This design comes from an exercise in tuning for small area, a short achievable clock period and few clock cycles per item on the open sky130 flow, not from production work.
The RTL was checked by simulation tests, not by an equivalence proof against the original design.
Power and IR drop assume default switching activity.

==> flow/design.v <==
module fs32_aoi222 (
    input  wire a0, a1, b0, b1, c0, c1,
    output wire y
);
    assign y = ~((a0 & a1) | (b0 & b1) | (c0 & c1));
endmodule
module fs32_aoi22 (
    input  wire a0, a1, b0, b1,
    output wire y
);
    assign y = ~((a0 & a1) | (b0 & b1));
endmodule
module fs32_ao22 (
    input  wire a0, a1, b0, b1,
    output wire y
);
    assign y = (a0 & a1) | (b0 & b1);
endmodule
module fs32_aoi221 (
    input  wire a0, a1, b0, b1, c,
    output wire y
);
    assign y = ~((a0 & a1) | (b0 & b1) | c);
endmodule
module fs32_seldec (
    input  wire k,       
    input  wire src,     
    input  wire r,       
    input  wire dir,
    output wire keep,
    output wire left,
    output wire right
);
    wire sh = k | (src & r);
    assign keep  = ~sh;
    assign left  = ~dir & sh;
    assign right = dir & sh;
endmodule
module fs32_holdbit (
    input  wire nh,
    input  wire q,
    input  wire a,
    output wire y
);
    assign y = (nh | q) & a;
endmodule
module fs32_hold #(
    parameter integer W = 1
) (
    input  wire         h,
    input  wire [W-1:0] d,
    input  wire [W-1:0] q,
    output wire [W-1:0] y
);
    assign y = h ? q : d;
endmodule
module fs32_stage_n #(
    parameter integer S  = 1,
    parameter integer NI = 0
) (
    input  wire [31:0] x,
    input  wire        keep,
    input  wire        left,
    input  wire        right,
    output wire [31:0] y
);
    genvar i;
    generate
        for (i = 0; i < 32; i = i + 1) begin : g_bit
            if (i >= S && i + S <= 31) begin : g_lr
                fs32_aoi222 u (.a0(keep), .a1(x[i]), .b0(left), .b1(x[i-S]),
                               .c0(right), .c1(x[i+S]), .y(y[i]));
            end else if (i >= S) begin : g_l
                if (NI) begin : g_1
                    fs32_aoi221 u (.a0(keep), .a1(x[i]), .b0(left),
                                   .b1(x[i-S]), .c(right), .y(y[i]));
                end else begin : g_0
                    fs32_aoi22 u (.a0(keep), .a1(x[i]), .b0(left),
                                  .b1(x[i-S]), .y(y[i]));
                end
            end else begin : g_r
                if (NI) begin : g_1
                    fs32_aoi221 u (.a0(keep), .a1(x[i]), .b0(right),
                                   .b1(x[i+S]), .c(left), .y(y[i]));
                end else begin : g_0
                    fs32_aoi22 u (.a0(keep), .a1(x[i]), .b0(right),
                                  .b1(x[i+S]), .y(y[i]));
                end
            end
        end
    endgenerate
endmodule
module fs32_stage16 (
    input  wire [31:0] x,
    input  wire        keep,
    input  wire        left,
    input  wire        right,
    output wire [31:0] y
);
    genvar i;
    generate
        for (i = 0; i < 32; i = i + 1) begin : g_bit
            if (i >= 16) begin : g_l
                fs32_ao22 u (.a0(keep), .a1(x[i]), .b0(left), .b1(x[i-16]),
                             .y(y[i]));
            end else begin : g_r
                fs32_ao22 u (.a0(keep), .a1(x[i]), .b0(right), .b1(x[i+16]),
                             .y(y[i]));
            end
        end
    endgenerate
endmodule
module fs32_coarse (
    input  wire [31:0] x,
    input  wire        dir,    
    input  wire        src,    
    input  wire [2:0]  k,      
    input  wire [2:0]  r,      
    input  wire        en,
    output wire [31:0] y
);
    wire [2:0] keep, left, right;
    genvar b;
    generate
        for (b = 0; b < 3; b = b + 1) begin : g_sel
            fs32_seldec u_dec (.k(k[b]), .src(src), .r(r[b]), .dir(dir),
                               .keep(keep[b]), .left(left[b]), .right(right[b]));
        end
    endgenerate
    wire [31:0] y16, y8n;
    fs32_stage16 u_s16 (
        .x(x), .keep(keep[2]), .left(left[2]), .right(right[2]), .y(y16));
    fs32_stage_n #(.S(8)) u_s8 (
        .x(y16), .keep(keep[1]), .left(left[1]), .right(right[1]), .y(y8n));
    fs32_stage_n #(.S(4), .NI(1)) u_s4 (
        .x(y8n), .keep(en & keep[0]), .left(en & left[0]),
        .right(en & right[0]), .y(y));
endmodule
module fs32_fine (
    input  wire [31:0] x,
    input  wire [5:0]  sel,
    output wire [31:0] y
);
    wire [31:0] y2n;
    fs32_stage_n #(.S(2)) u_s2 (
        .x(x), .keep(sel[5]), .left(sel[4]), .right(sel[3]), .y(y2n));
    fs32_stage_n #(.S(1), .NI(1)) u_s1 (
        .x(y2n), .keep(sel[2]), .left(sel[1]), .right(sel[0]), .y(y));
endmodule
module fs32 (
    input  wire        clk,
    input  wire        rst,
    input  wire        req_valid,
    output wire        req_ready,
    input  wire [15:0] req_cmd,
    input  wire [31:0] req_value,
    input  wire [7:0]  req_dist,
    output wire        rsp_valid,
    input  wire        rsp_ready,
    output wire [31:0] rsp_value,
    output wire [1:0]  rsp_err
);
    reg        busy;     
    reg [31:0] w;        
    reg [5:0]  fsel;     
    reg        errl;
    wire [5:0] cmd_rsv  = req_cmd[15:10];
    wire       cmd_src  = req_cmd[9];
    wire       cmd_dir  = req_cmd[8];
    wire [7:0] cmd_dist = req_cmd[7:0];
    wire illegal = (cmd_rsv != 6'd0) || (cmd_src && (cmd_dist != 8'd0));
    wire [7:0] shamt = cmd_dist | (req_dist & {8{cmd_src}});
    wire       zero  = illegal || (shamt[7:5] != 3'd0);
    wire [31:0] coarse;
    fs32_coarse u_coarse (
        .x(req_value), .dir(cmd_dir), .src(cmd_src), .k(cmd_dist[4:2]),
        .r(req_dist[4:2]), .en(~busy), .y(coarse));
    wire [31:0] w_n;
    genvar i;
    generate
        for (i = 0; i < 32; i = i + 1) begin : g_w
            fs32_holdbit u_hold (.nh(~busy), .q(w[i]), .a(coarse[i]), .y(w_n[i]));
        end
    endgenerate
    wire [5:0] fsel_d = {
        ~zero & ~shamt[1], ~zero & ~cmd_dir & shamt[1], ~zero & cmd_dir & shamt[1],
        ~shamt[0], ~cmd_dir & shamt[0], cmd_dir & shamt[0]
    };
    wire [5:0] fsel_n;
    fs32_hold #(.W(6)) u_fsel_hold (.h(busy), .d(fsel_d), .q(fsel), .y(fsel_n));
    always @(posedge clk) begin
        fsel <= fsel_n;
        w    <= w_n;
        if (rst)
            busy <= 1'b0;
        else if (busy)
            busy <= ~rsp_ready;
        else
            busy <= req_valid;
        if (!busy) begin
            errl <= illegal;
        end
    end
    fs32_fine u_fine (.x(w), .sel(fsel), .y(rsp_value));
    assign req_ready = ~busy;
    assign rsp_valid = busy;
    assign rsp_err   = {1'b0, errl};
endmodule
Settings: LEC_CHECK=0, CAP_MARGIN=20, CORE_MARGIN=2, CORE_UTILIZATION=40, SETUP_SLACK_MARGIN=1.3, SLEW_MARGIN=20, SYNTH_HIERARCHICAL=1, TNS_END_PERCENT=5; clock period 4.0 ns.
standard.sh (not shown) runs the stock make flow with config.mk's settings and CLKGATE_MAP_FILE= SYNTH_SCRIPT=/design/flow/synth_recipe.tcl, a recipe that flattens the netlist after the stock synthesis.
==> flow/flow/run.sh <==
#!/bin/bash
# The standard layout with two changes: the port buffers are buf_1 cells,
# and after floorplan every combinational cell starts at its smallest drive
# (flow/downsize.tcl), leaving the sizing to the timing repair.
set -o pipefail
bash standard.sh "BUFFER_PORTS_ARGS=-buffer_cell sky130_fd_sc_hd__buf_1" \
    "POST_FLOORPLAN_TCL=$PWD/flow/downsize.tcl" finish > standard.log 2>&1
==> flow/flow/downsize.tcl <==
# Start every combinational cell at its smallest drive strength; the timing
# repair that follows sizes up what the critical paths need.
set n 0
foreach inst [[ord::get_db_block] getInsts] {
  set m [[$inst getMaster] getName]
  if {![regexp {^(sky130_fd_sc_hd__[a-z0-9]+)_([0-9]+)$} $m -> base drv]} continue
  if {[regexp {df|dl|buf|inv|conb|tap|fill|decap} $base]} continue
  if {$drv <= 1} continue
  foreach d {0 1} {
    set cand ${base}_$d
    if {[get_lib_cells -quiet $cand] ne "" && $cand ne $m} {
      replace_cell [get_cells [$inst getName]] $cand
      incr n
      break
    }
  }
}
puts "downsize: replaced $n cells"
Testbench counts at the start, summed over its fixed seeds: cycles 9,600, items 4,800.
Change:
--- a/flow/design.v
+++ b/flow/design.v
@@ -35,14 +35,6 @@
     assign keep  = ~sh;
     assign left  = ~dir & sh;
     assign right = dir & sh;
-endmodule
-module fs32_holdbit (
-    input  wire nh,
-    input  wire q,
-    input  wire a,
-    output wire y
-);
-    assign y = (nh | q) & a;
 endmodule
 module fs32_hold #(
     parameter integer W = 1
@@ -116,7 +108,6 @@
     input  wire        src,    
     input  wire [2:0]  k,      
     input  wire [2:0]  r,      
-    input  wire        en,
     output wire [31:0] y
 );
     wire [2:0] keep, left, right;
@@ -133,8 +124,7 @@
     fs32_stage_n #(.S(8)) u_s8 (
         .x(y16), .keep(keep[1]), .left(left[1]), .right(right[1]), .y(y8n));
     fs32_stage_n #(.S(4), .NI(1)) u_s4 (
-        .x(y8n), .keep(en & keep[0]), .left(en & left[0]),
-        .right(en & right[0]), .y(y));
+        .x(y8n), .keep(keep[0]), .left(left[0]), .right(right[0]), .y(y));
 endmodule
 module fs32_fine (
     input  wire [31:0] x,
@@ -174,14 +164,7 @@
     wire [31:0] coarse;
     fs32_coarse u_coarse (
         .x(req_value), .dir(cmd_dir), .src(cmd_src), .k(cmd_dist[4:2]),
-        .r(req_dist[4:2]), .en(~busy), .y(coarse));
-    wire [31:0] w_n;
-    genvar i;
-    generate
-        for (i = 0; i < 32; i = i + 1) begin : g_w
-            fs32_holdbit u_hold (.nh(~busy), .q(w[i]), .a(coarse[i]), .y(w_n[i]));
-        end
-    endgenerate
+        .r(req_dist[4:2]), .y(coarse));
     wire [5:0] fsel_d = {
         ~zero & ~shamt[1], ~zero & ~cmd_dir & shamt[1], ~zero & cmd_dir & shamt[1],
         ~shamt[0], ~cmd_dir & shamt[0], cmd_dir & shamt[0]
@@ -190,7 +173,6 @@
     fs32_hold #(.W(6)) u_fsel_hold (.h(busy), .d(fsel_d), .q(fsel), .y(fsel_n));
     always @(posedge clk) begin
         fsel <= fsel_n;
-        w    <= w_n;
         if (rst)
             busy <= 1'b0;
         else if (busy)
@@ -198,6 +180,7 @@
         else
             busy <= req_valid;
         if (!busy) begin
+            w    <= coarse;
             errl <= illegal;
         end
     end
=> The changed run produced a clean layout; power rises by about 3.7%; sequential power came out higher by 6.3%; sequential share of layout area goes up by 7.6 points; global-route usage shrinks by 0.63 points; worst setup slack improves by 110 ps; clock power rose by about 18%; final area went up by about 6%; clock-buffer cell count falls by 1; critical path depth goes up by 4; wire length came out lower by about 3%; die area is higher by about 2%.
Testbench counts after the change, summed over its fixed seeds: cycles 9,600, items 4,800.

[re-timing with driven ports]
Ports are ideal in the flow. The routed layouts listed here were re-timed in OpenROAD.
Step 1 assumes that a clkbuf_16 drives the clock port and a buf_2 every other input.
Step 2, shift: input delay + t, output delay - t, t = (earliest + latest rising clock arrival at the registers) / 2. This alone moves slack from input paths to output paths.
Slacks: ideal ports / drivers / drivers and shift; pairs: ideal ports / drivers.
run	shift t [ns]	setup WS [ns]	hold WS [ns]	cell pins on the clock port's net
the first run	0.313	1.340 / 1.314 / 1.122	0.502 / 0.502 / 0.502	1
the second run	0.317	1.447 / 1.457 / 1.140	0.655 / 0.650 / 0.688	1
After both steps every run listed still meets setup and hold. For the second run, which loses most, drivers alone change the setup slack by +0.010 ns; drivers and shift together by -0.307 ns.
